From an optimization exercise on the open Yosys and OpenROAD flow, aimed at small area and few clock cycles; shortcuts taken in it are not production practice.
Only simulation tests tie the RTL to the original design; equivalence was not proved.
Power and IR drop assume default switching activity.

==> inputs of trial 40 <==
Design snpe, start of the top module:
module snpe (
    input  wire        clk,
    input  wire        rst,
    input  wire        cmd_valid,
    output wire        cmd_ready,
    input  wire [7:0]  cmd_data,
    input  wire        cmd_last,
    output wire        rsp_valid,
    input  wire        rsp_ready,
    output wire [7:0]  rsp_data,
    output wire        rsp_last,
    input  wire [31:0] now,
    input  wire [15:0] rnd
);
export LEC_CHECK = 0
export CAP_MARGIN = 20
export CORE_MARGIN = 2
export CORE_UTILIZATION = 40
export CTS_BUF_LIST = sky130_fd_sc_hd__clkbuf_8
export SLEW_MARGIN = 20
create_clock -name core_clock -period 10.0 [get_ports {clk}]
run.sh (not shown) runs the stock make flow with config.mk's settings and CLKGATE_MAP_FILE= SYNTH_SCRIPT=/design/flow/synth_recipe.tcl, a recipe that flattens the netlist after the stock synthesis.
==> build 81 (differences from trial 40) <==
--- a/flow/design.v
+++ b/flow/design.v
@@ -63,30 +63,29 @@
     reg [N_SLOTS-1:0] valid;
     reg [15:0] chal [0:N_SLOTS-1];
     reg [15:0] iss  [0:N_SLOTS-1];
     reg [31:0] ts   [0:N_SLOTS-1];
     reg        resp;         
-    reg        wait1;        
     reg [2:0]  pos;          
     reg [8:0]  rem;          
     reg [4:0]  pc;           
     reg [3:0]  cls;          
     reg [15:0] kk;           
     reg [4:0]  n5;           
     reg        nbig;         
     reg        d_align, d_size, d_small;  
     reg [15:0] tacc;         
     reg [7:0]  pbuf [0:NBUF-1];
-    reg [4:0]  live_r;       
+    reg [3:0]  live_r;       
     reg [1:0]  lph;          
     reg [3:0]  st;
     reg [2:0]  idx;
     reg        newf;
-    wire cmd_fire = cmd_valid && !resp && !wait1;
+    wire cmd_fire = cmd_valid && !resp;
     wire rsp_fire = rsp_ready && resp;
     wire exec     = cmd_fire && cmd_last;
-    assign cmd_ready = !resp && !wait1;
+    assign cmd_ready = !resp;
     assign rsp_valid = resp;
     wire [3:0] c = (pos == 3'd0) ? op_class(cmd_data) : cls;
     wire is_ck1 = (c == C_GEN) || (c == C_ENC);
     wire is_chk = (c == C_CHK);
     wire is_dec = (c == C_DEC);
@@ -115,20 +114,17 @@
             live_of = ~(d[9] & d[8] & d[7] & d[6] & d[5] & (d[4] | d[3])) &&
                       (c[10] ? (t[31:10] == tn_hm1) : (t[31:10] == tn[31:10]));
         end
     endfunction
     wire [21:0] now_hm1 = now[31:10] - 22'd1;
-    wire l0 = (lph == 2'd0);
-    wire l1 = (lph == 2'd1);
-    wire l2 = (lph == 2'd2);
-    wire [31:0] tx = ({32{l0}} & ts[0]) | ({32{l1}} & ts[2]) | ({32{l2}} & ts[4]);
-    wire        vx = (l0 & valid[0]) | (l1 & valid[2]) | (l2 & valid[4]);
-    wire [31:0] ty = ({32{l0}} & ts[1]) | ({32{!l0}} & ts[3]);
-    wire        vy = (l0 & valid[1]) | (!l0 & valid[3]);
+    wire [31:0] tx = (lph == 2'd0) ? ts[0] : (lph == 2'd1) ? ts[2] : ts[4];
+    wire        vx = (lph == 2'd0) ? valid[0] : (lph == 2'd1) ? valid[2] : valid[4];
+    wire [31:0] ty = (lph == 2'd0) ? ts[1] : ts[3];
+    wire        vy = (lph == 2'd0) ? valid[1] : valid[3];
     wire        lx = vx && live_of(now, now_hm1, tx);
     wire        ly = vy && live_of(now, now_hm1, ty);
-    wire [N_SLOTS-1:0] live = {lx, live_r[3:0]};
+    wire [N_SLOTS-1:0] live = {lx, live_r};
     wire [15:0] v16 = {kk[7:0], cmd_data};
     reg [N_SLOTS-1:0] cm, im;
     reg        chal_hit, iss_hit, have_free;
     reg [2:0]  chal_idx, iss_idx, free_idx;
     reg [N_SLOTS-1:0] free_oh;
@@ -221,11 +217,10 @@
     always @(posedge clk) begin
         if (lph == 2'd0) begin
             live_r[0] <= lx;
             live_r[1] <= ly;
         end
-        if (lph == 2'd2) live_r[4] <= lx;
         if (lph == 2'd1) begin
             live_r[2] <= lx;
             live_r[3] <= ly;
         end
         if (lph != 2'd0 || cmd_fire) begin
@@ -256,12 +251,11 @@
                 d_small <= (cmd_data == 8'd16);
             end
             tacc <= tacc_nx;
         end
         if (exec) begin
-            if (c == C_CNT && ok_x) wait1 <= 1'b1;
-            else resp <= 1'b1;
+            resp <= 1'b1;
             pos  <= 3'd0;
             st   <= st_x;
             rem  <= rem_x;
             pc   <= (c == C_ENC) ? 5'd28 : 5'd30;
             newf <= !chal_hit;
@@ -269,14 +263,10 @@
                 C_REQ:  idx <= chal_hit ? chal_idx : free_idx;
                 C_CCHK: idx <= iss_idx;
                 default: idx <= cmd_data[2:0];
             endcase
         end
-        if (wait1) begin
-            wait1 <= 1'b0;
-            resp  <= 1'b1;
-        end
         if (rsp_fire) begin
             pc  <= pc + 5'd1;
             rem <= rem - 9'd1;
             if (rem == 9'd0) begin
                 resp <= 1'b0;
@@ -300,17 +290,16 @@
                 endcase
             end
         end
         if (rst) begin
             resp <= 1'b0;
-            wait1 <= 1'b0;
             pos  <= 3'd0;
             lph  <= 2'd0;
         end
     end
-    wire [2:0] live_cnt = {2'b00, live_r[0]} + {2'b00, live_r[1]} + {2'b00, live_r[2]} +
-                          {2'b00, live_r[3]} + {2'b00, live_r[4]};
+    wire [2:0] live_cnt = {2'b00, live[0]} + {2'b00, live[1]} + {2'b00, live[2]} +
+                          {2'b00, live[3]} + {2'b00, live[4]};
     wire first  = (pos == 3'd0);
     wire k_crc  = !first && ((cls == C_READ) || (cls == C_GEN) || (cls == C_CHK));
     wire k_enc  = !first && (cls == C_ENC);
     wire k_dec  = !first && (cls == C_DEC);
     wire k_req  = !first && (cls == C_REQ);
@@ -350,11 +339,11 @@
         pay_byte_r = 8'h00;
         for (p = 0; p < NBUF; p = p + 1)
             pay_byte_r = pay_byte_r | ({8{s_pay && (pc == p[4:0])}} & pbuf[p]);
     end
     wire v_at = |(valid & idx_oh);
-    wire l_at = |(live_r & idx_oh);
+    wire l_at = |(live & idx_oh);
     wire [7:0] rd = ({8{first}}  & {4'd0, st})
                   | ({8{s_acch}} & acc[15:8])
                   | ({8{s_accl}} & acc[7:0])
                   | ({8{s_tch}}  & tacc[15:8])
                   | ({8{s_tcl}}  & tacc[7:0])
Settings changed: CTS_BUF_LIST sky130_fd_sc_hd__clkbuf_8 to not set.
==> comparison table <==
quantity                                                                           build 81                 trial 40
Number of antenna violations at the first check in global routing                        13                        6
Area share of the leading cell type in the synthesized netlist                        59.1%                    60.0%
Run status                                                         finished with violations  complete, no violations
Violated checks                                                        negative setup slack                        -
Placement Cell Area                                                              0.0346 mm²               0.0336 mm²
Design Power                                                                      0.00717 W                0.00636 W
Cells after Synth                                                                      2519                     2385
Switching fraction of total power                                                     28.7%                    26.9%
R2r endpoint                                                            acc[8]$_SDFFE_PP0P_      ts[3][25]$_DFFE_PP_
Fraction of final layout cells sized beyond drive strength 1                          12.6%                    12.0%
Unique masters post-synth                                                                88                       92
Maximum clock skew at final layout                                                  24.4 ps                  54.5 ps
Total routing usage reported by global routing                                        33.1%                    31.6%
Global-route met2 utilization                                                         48.7%                    46.3%
Register Area                                                                    0.0192 mm²               0.0193 mm²
Internal power                                                                    0.00511 W                0.00465 W
Y dimension of the die                                                               285 µm                   284 µm
Testbench counts of trial 40, summed over its fixed seeds: cycles 66,251.
Testbench counts of build 81, summed over its fixed seeds: cycles 66,117.

========
==> maple <==
Starting RTL as in the previous note.
==> flow/config.mk <==
export PLATFORM = sky130hd
export DESIGN_NAME = snpe
export DESIGN_NICKNAME = snpe
export VERILOG_FILES = /design/flow/design.v
export SDC_FILE = /design/flow/constraint.sdc
export NUM_CORES = 4
export LEC_CHECK = 0
export CAP_MARGIN = 20
export CORE_MARGIN = 2
export CORE_UTILIZATION = 70
export SLEW_MARGIN = 20
export POST_FLOORPLAN_TCL = /design/flow/flow/restructure.tcl
export BUFFER_PORTS_ARGS = -buffer_cell sky130_fd_sc_hd__buf_1
export CTS_ARGS = -sink_clustering_enable -repair_clock_nets -dont_use_dummy_load -buf_list sky130_fd_sc_hd__clkbuf_8 -sink_clustering_size 16 -sink_clustering_max_diameter 45
==> flow/constraint.sdc <==
create_clock -name core_clock -period 10.0 [get_ports {clk}]
set_input_delay 2.0000 -clock core_clock [delete_from_list [all_inputs] [get_ports {clk}]]
set_output_delay 2.0000 -clock core_clock [all_outputs]
set_load 0.01 [all_outputs]
standard.sh (not shown) runs the stock make flow with config.mk's settings and CLKGATE_MAP_FILE= SYNTH_SCRIPT=/design/flow/synth_recipe.tcl, a recipe that flattens the netlist after the stock synthesis.
==> flow/flow/run.sh <==
#!/bin/bash
# The standard layout (standard.sh: standard synthesis, floorplan, place,
# CTS, route, finish) with three changes:
#  - after floorplanning, OpenROAD's restructure re-maps the combinational
#    logic for area (flow/restructure.tcl, two passes, with a liberty copy
#    that leaves out the platform's don't-use cells); registers are not touched;
#  - port buffers use sky130_fd_sc_hd__buf_1 (every port still gets one);
#  - clock tree synthesis uses clkbuf_8 buffers, sink clusters of up to 16
#    flip-flops within 45 um, and no dummy loads for balancing.
# Each tool's output goes to the ORFS logs under orfs/logs; make's own output
# goes to standard.log.
set -o pipefail
HERE=$(pwd)
cat >> config.mk <<EOC
export POST_FLOORPLAN_TCL = $HERE/flow/restructure.tcl
export BUFFER_PORTS_ARGS = -buffer_cell sky130_fd_sc_hd__buf_1
export CTS_ARGS = -sink_clustering_enable -repair_clock_nets -dont_use_dummy_load -buf_list sky130_fd_sc_hd__clkbuf_8 -sink_clustering_size 16 -sink_clustering_max_diameter 45
EOC
bash standard.sh > standard.log 2>&1
==> flow/flow/restructure.tcl <==
# Area-oriented re-synthesis of the combinational logic with OpenROAD's
# restructure (ABC); registers are not touched. restructure does not honour
# set_dont_use, so it gets a copy of the platform liberty without the
# platform's don't-use cells.
set rmp_dir $::env(OBJECTS_DIR)/rmp
file mkdir $rmp_dir
set src_lib $::env(PLATFORM_DIR)/lib/sky130_fd_sc_hd__tt_025C_1v80.lib
set dst_lib $rmp_dir/restructure.lib
set dont_use {}
foreach c $::env(DONT_USE_CELLS) { dict set dont_use $c 1 }
set fi [open $src_lib r]
set fo [open $dst_lib w]
set skip 0
set depth 0
while {[gets $fi line] >= 0} {
  if {!$skip && [regexp {^\s*cell\s*\(\s*"?([A-Za-z0-9_]+)"?\s*\)} $line -> name]} {
    if {[dict exists $dont_use $name]} {
      set skip 1
      set depth 0
    }
  }
  if {$skip} {
    incr depth [expr {[regexp -all {\{} $line] - [regexp -all {\}} $line]}]
    if {$depth <= 0 && [regexp {\}} $line]} { set skip 0 }
    continue
  }
  puts $fo $line
}
close $fi
close $fo
foreach pass {1 2} {
  restructure -target area -liberty_file $dst_lib \
    -tielo_port sky130_fd_sc_hd__conb_1/LO -tiehi_port sky130_fd_sc_hd__conb_1/HI \
    -work_dir $rmp_dir
}
==> xenon: changes against maple <==
--- a/flow/design.v
+++ b/flow/design.v
@@ -100,34 +100,34 @@
     wire pay_byte = ((c == C_ENC) && pos_ge2) || (is_dec && pos_ge5);
     wire ck_more  = (is_ck1 && pos_ge2) || (is_chk && pos_ge4) ||
                     (is_dec && pos_ge5 && (pc < n5));
     wire [15:0] tacc_nx = at_n    ? ck_step(CK_INIT, cmd_data) :
                           ck_more ? ck_step(tacc, cmd_data) : tacc;
-    function live_of(input [31:0] tn, input [21:0] tn_hm1, input [31:0] t);
+    function live_of(input [31:0] tn, input [21:0] hmask, input [31:0] t);
         reg [9:0]  d;
         reg [10:0] c;
         integer    q;
         begin
             c[0] = 1'b0;
             for (q = 0; q < 10; q = q + 1) begin
                 d[q]   = tn[q] ^ t[q] ^ c[q];
                 c[q+1] = (~tn[q] & t[q]) | (~(tn[q] ^ t[q]) & c[q]);
             end
             live_of = ~(d[9] & d[8] & d[7] & d[6] & d[5] & (d[4] | d[3])) &&
-                      (c[10] ? (t[31:10] == tn_hm1) : (t[31:10] == tn[31:10]));
+                      ((t[31:10] ^ tn[31:10]) == ({22{c[10]}} & hmask));
         end
     endfunction
-    wire [21:0] now_hm1 = now[31:10] - 22'd1;
+    wire [21:0] now_hmask = now[31:10] ^ (now[31:10] - 22'd1);
     wire l0 = (lph == 2'd0);
     wire l1 = (lph == 2'd1);
     wire l2 = (lph == 2'd2);
     wire [31:0] tx = ({32{l0}} & ts[0]) | ({32{l1}} & ts[2]) | ({32{l2}} & ts[4]);
     wire        vx = (l0 & valid[0]) | (l1 & valid[2]) | (l2 & valid[4]);
     wire [31:0] ty = ({32{l0}} & ts[1]) | ({32{!l0}} & ts[3]);
     wire        vy = (l0 & valid[1]) | (!l0 & valid[3]);
-    wire        lx = vx && live_of(now, now_hm1, tx);
-    wire        ly = vy && live_of(now, now_hm1, ty);
+    wire        lx = vx && live_of(now, now_hmask, tx);
+    wire        ly = vy && live_of(now, now_hmask, ty);
     wire [N_SLOTS-1:0] live = {lx, live_r[3:0]};
     wire [15:0] v16 = {kk[7:0], cmd_data};
     reg [N_SLOTS-1:0] cm, im;
     reg        chal_hit, iss_hit, have_free;
     reg [2:0]  chal_idx, iss_idx, free_idx;
@@ -276,11 +276,11 @@
             resp  <= 1'b1;
         end
         if (rsp_fire) begin
             pc  <= pc + 5'd1;
             rem <= rem - 9'd1;
-            if (rem == 9'd0) begin
+            if (rsp_last) begin
                 resp <= 1'b0;
                 pos  <= 3'd0;
                 lph  <= 2'd0;
             end else if (pos != 3'd5) begin
                 pos <= pos + 3'd1;
@@ -293,11 +293,12 @@
             valid <= valid | we;
             if (exec && ok_x) begin
                 case (c)
                     C_INIT: acc <= CK_INIT;
                     C_BYTE: acc <= ck_step(acc, cmd_data);
-                    C_GEN, C_CHK: if (st_x == S_OK || st_x == S_E_CKSUM) acc <= tacc_nx;
+                    C_GEN: if (!(nbig && pos_ge2)) acc <= tacc_nx;
+                    C_CHK: if (!(nbig && pos_ge4)) acc <= tacc_nx;
                     default: ;
                 endcase
             end
         end
         if (rst) begin
@@ -313,23 +314,24 @@
     wire k_crc  = !first && ((cls == C_READ) || (cls == C_GEN) || (cls == C_CHK));
     wire k_enc  = !first && (cls == C_ENC);
     wire k_dec  = !first && (cls == C_DEC);
     wire k_req  = !first && (cls == C_REQ);
     wire k_rd   = !first && (cls == C_RD);
-    wire rem0   = (rem == 9'd0);
-    wire rem1   = (rem == 9'd1);
+    wire [5:0] rr = rem[5:0];
+    wire rem0   = (rr == 6'd0);
+    wire rem1   = (rr == 6'd1);
     wire s_acch = k_crc && rem1;
     wire s_accl = k_crc && rem0;
     wire s_tch  = k_enc && (pc == 5'd29);
     wire s_tcl  = k_enc && (pc == 5'd30);
     wire s_n    = (k_enc || k_dec) && (pc == 5'd31);
     wire s_pay  = (k_enc && (pc < n5)) || k_dec;
-    wire s_newf = k_req && (rem == 9'd3);
+    wire s_newf = k_req && (rr == 6'd3);
     wire s_idx  = (k_req && rem0) || (!first && (cls == C_CCHK));
-    wire s_slot = (k_req && (rem == 9'd1 || rem == 9'd2)) || (k_rd && rem < 9'd8);
-    wire s_v    = k_rd && (rem == 9'd9);
-    wire s_l    = k_rd && (rem == 9'd8);
+    wire s_slot = (k_req && (rr == 6'd1 || rr == 6'd2)) || (k_rd && rr < 6'd8);
+    wire s_v    = k_rd && (rr == 6'd9);
+    wire s_l    = k_rd && (rr == 6'd8);
     wire s_cnt  = !first && (cls == C_CNT);
     wire [2:0] fs = (cls == C_RD) ? rem[2:0] : {2'b10, rem[1]};
     wire [7:0] fs_oh = 8'd1 << fs;
     wire [N_SLOTS-1:0] idx_oh = 5'b00001 << idx;
     wire [N_SLOTS-1:0] slot_oh = idx_oh & valid & {N_SLOTS{s_slot}};
@@ -364,7 +366,7 @@
                   | ({8{s_v}}    & {7'd0, v_at})
                   | ({8{s_l}}    & {7'd0, l_at})
                   | ({8{s_cnt}}  & {5'd0, live_cnt})
                   | slot_byte | pay_byte_r;
     assign rsp_data = rd;
-    assign rsp_last = (rem == 9'd0);
+    assign rsp_last = rem0;
 endmodule
--- a/flow/flow/run.sh
+++ b/flow/flow/run.sh
@@ -1,10 +1,10 @@
 #!/bin/bash
 # The standard layout (standard.sh: standard synthesis, floorplan, place,
 # CTS, route, finish) with three changes:
 #  - after floorplanning, OpenROAD's restructure re-maps the combinational
-#    logic for area (flow/restructure.tcl, two passes, with a liberty copy
+#    logic for area (flow/restructure.tcl, four passes, with a liberty copy
 #    that leaves out the platform's don't-use cells); registers are not touched;
 #  - port buffers use sky130_fd_sc_hd__buf_1 (every port still gets one);
 #  - clock tree synthesis uses clkbuf_8 buffers, sink clusters of up to 16
 #    flip-flops within 45 um, and no dummy loads for balancing.
 # Each tool's output goes to the ORFS logs under orfs/logs; make's own output
--- a/flow/flow/restructure.tcl
+++ b/flow/flow/restructure.tcl
@@ -26,10 +26,10 @@
   }
   puts $fo $line
 }
 close $fi
 close $fo
-foreach pass {1 2} {
+foreach pass {1 2 3 4} {
   restructure -target area -liberty_file $dst_lib \
     -tielo_port sky130_fd_sc_hd__conb_1/LO -tiehi_port sky130_fd_sc_hd__conb_1/HI \
     -work_dir $rmp_dir
 }
--- a/flow/config.mk
+++ b/flow/config.mk
@@ -5,10 +5,10 @@
 export SDC_FILE = /design/flow/constraint.sdc
 export NUM_CORES = 4
 export LEC_CHECK = 0
 export CAP_MARGIN = 20
 export CORE_MARGIN = 2
-export CORE_UTILIZATION = 70
+export CORE_UTILIZATION = 60
 export SLEW_MARGIN = 20
 export POST_FLOORPLAN_TCL = /design/flow/flow/restructure.tcl
 export BUFFER_PORTS_ARGS = -buffer_cell sky130_fd_sc_hd__buf_1
 export CTS_ARGS = -sink_clustering_enable -repair_clock_nets -dont_use_dummy_load -buf_list sky130_fd_sc_hd__clkbuf_8 -sink_clustering_size 16 -sink_clustering_max_diameter 45
==> results.yml <==
synth:
  ys_types: 97
final_layout:
  nNetsFinal: 2726
pwr:
  pg_clk_w: 0.00157
timing:
  hold_slack_ns: 0.4786
  min_period_over_period_pct: 91.68
setup_path:
  crit_path_end: "ts[3][17]$_DFFE_PP_"
  crit_path_top_delay_cell: "or4_1"
die:
  start_util_pct: 60.44
run_status:
  status: "complete, no violations"
the above is filed under xenon

==> results.yml <==
die:
  start_util_pct: 70.83
  rows: 77
timing:
  hold_slack_ns: 0.4944
  min_period_over_period_pct: 94.81
synth:
  ys_types: 92
final_layout:
  nNetsFinal: 2672
setup_path:
  crit_path_end: "ts[1][27]$_DFFE_PP_"
run_status:
  status: "complete, no violations"
the above is filed under maple

Testbench counts of maple, summed over its fixed seeds: cycles 66,251.
Testbench counts of xenon, summed over its fixed seeds: cycles 66,251.

## static timing again, ports no longer ideal
How much do the figures lean on ideal ports? The routed layouts below were timed once more, with nothing changed but the port constraints. Step 1, drivers: a clkbuf_16 drives clk and a buf_2 each remaining input, both assumed. Step 2 also shifts input and output timing later by t, the mid clock arrival at the registers, as if the neighbouring blocks saw the same clock. Slacks: ideal / step 1 / step 2; pairs: ideal / step 1.
run | shift t [ns] | setup slack, ns | hold slack, ns | worst register clock-pin slew, ns | worst data-port slew with drivers (ns)
trial 40 | 0.809 | 0.793 / 0.834 / 0.025 | 0.524 / 0.524 / 0.524 | 0.08 / 0.08 | 0.08
build 81 | 0.708 | -0.993 / -1.023 / -1.023 | 0.487 / 0.487 / 0.487 | 0.07 / 0.07 | 0.24
maple | 0.734 | 0.519 / 0.560 / -0.173 | 0.494 / 0.494 / 0.494 | 0.10 / 0.10 | 0.06
xenon | 0.719 | 0.832 / 0.873 / 0.155 | 0.479 / 0.479 / 0.479 | 0.11 / 0.11 | 0.10
With both steps, setup timing fails in maple, where it was met with ideal ports. The setup slack of trial 40, which loses most, moves by +0.041 ns with the drivers and by -0.768 ns with both steps.
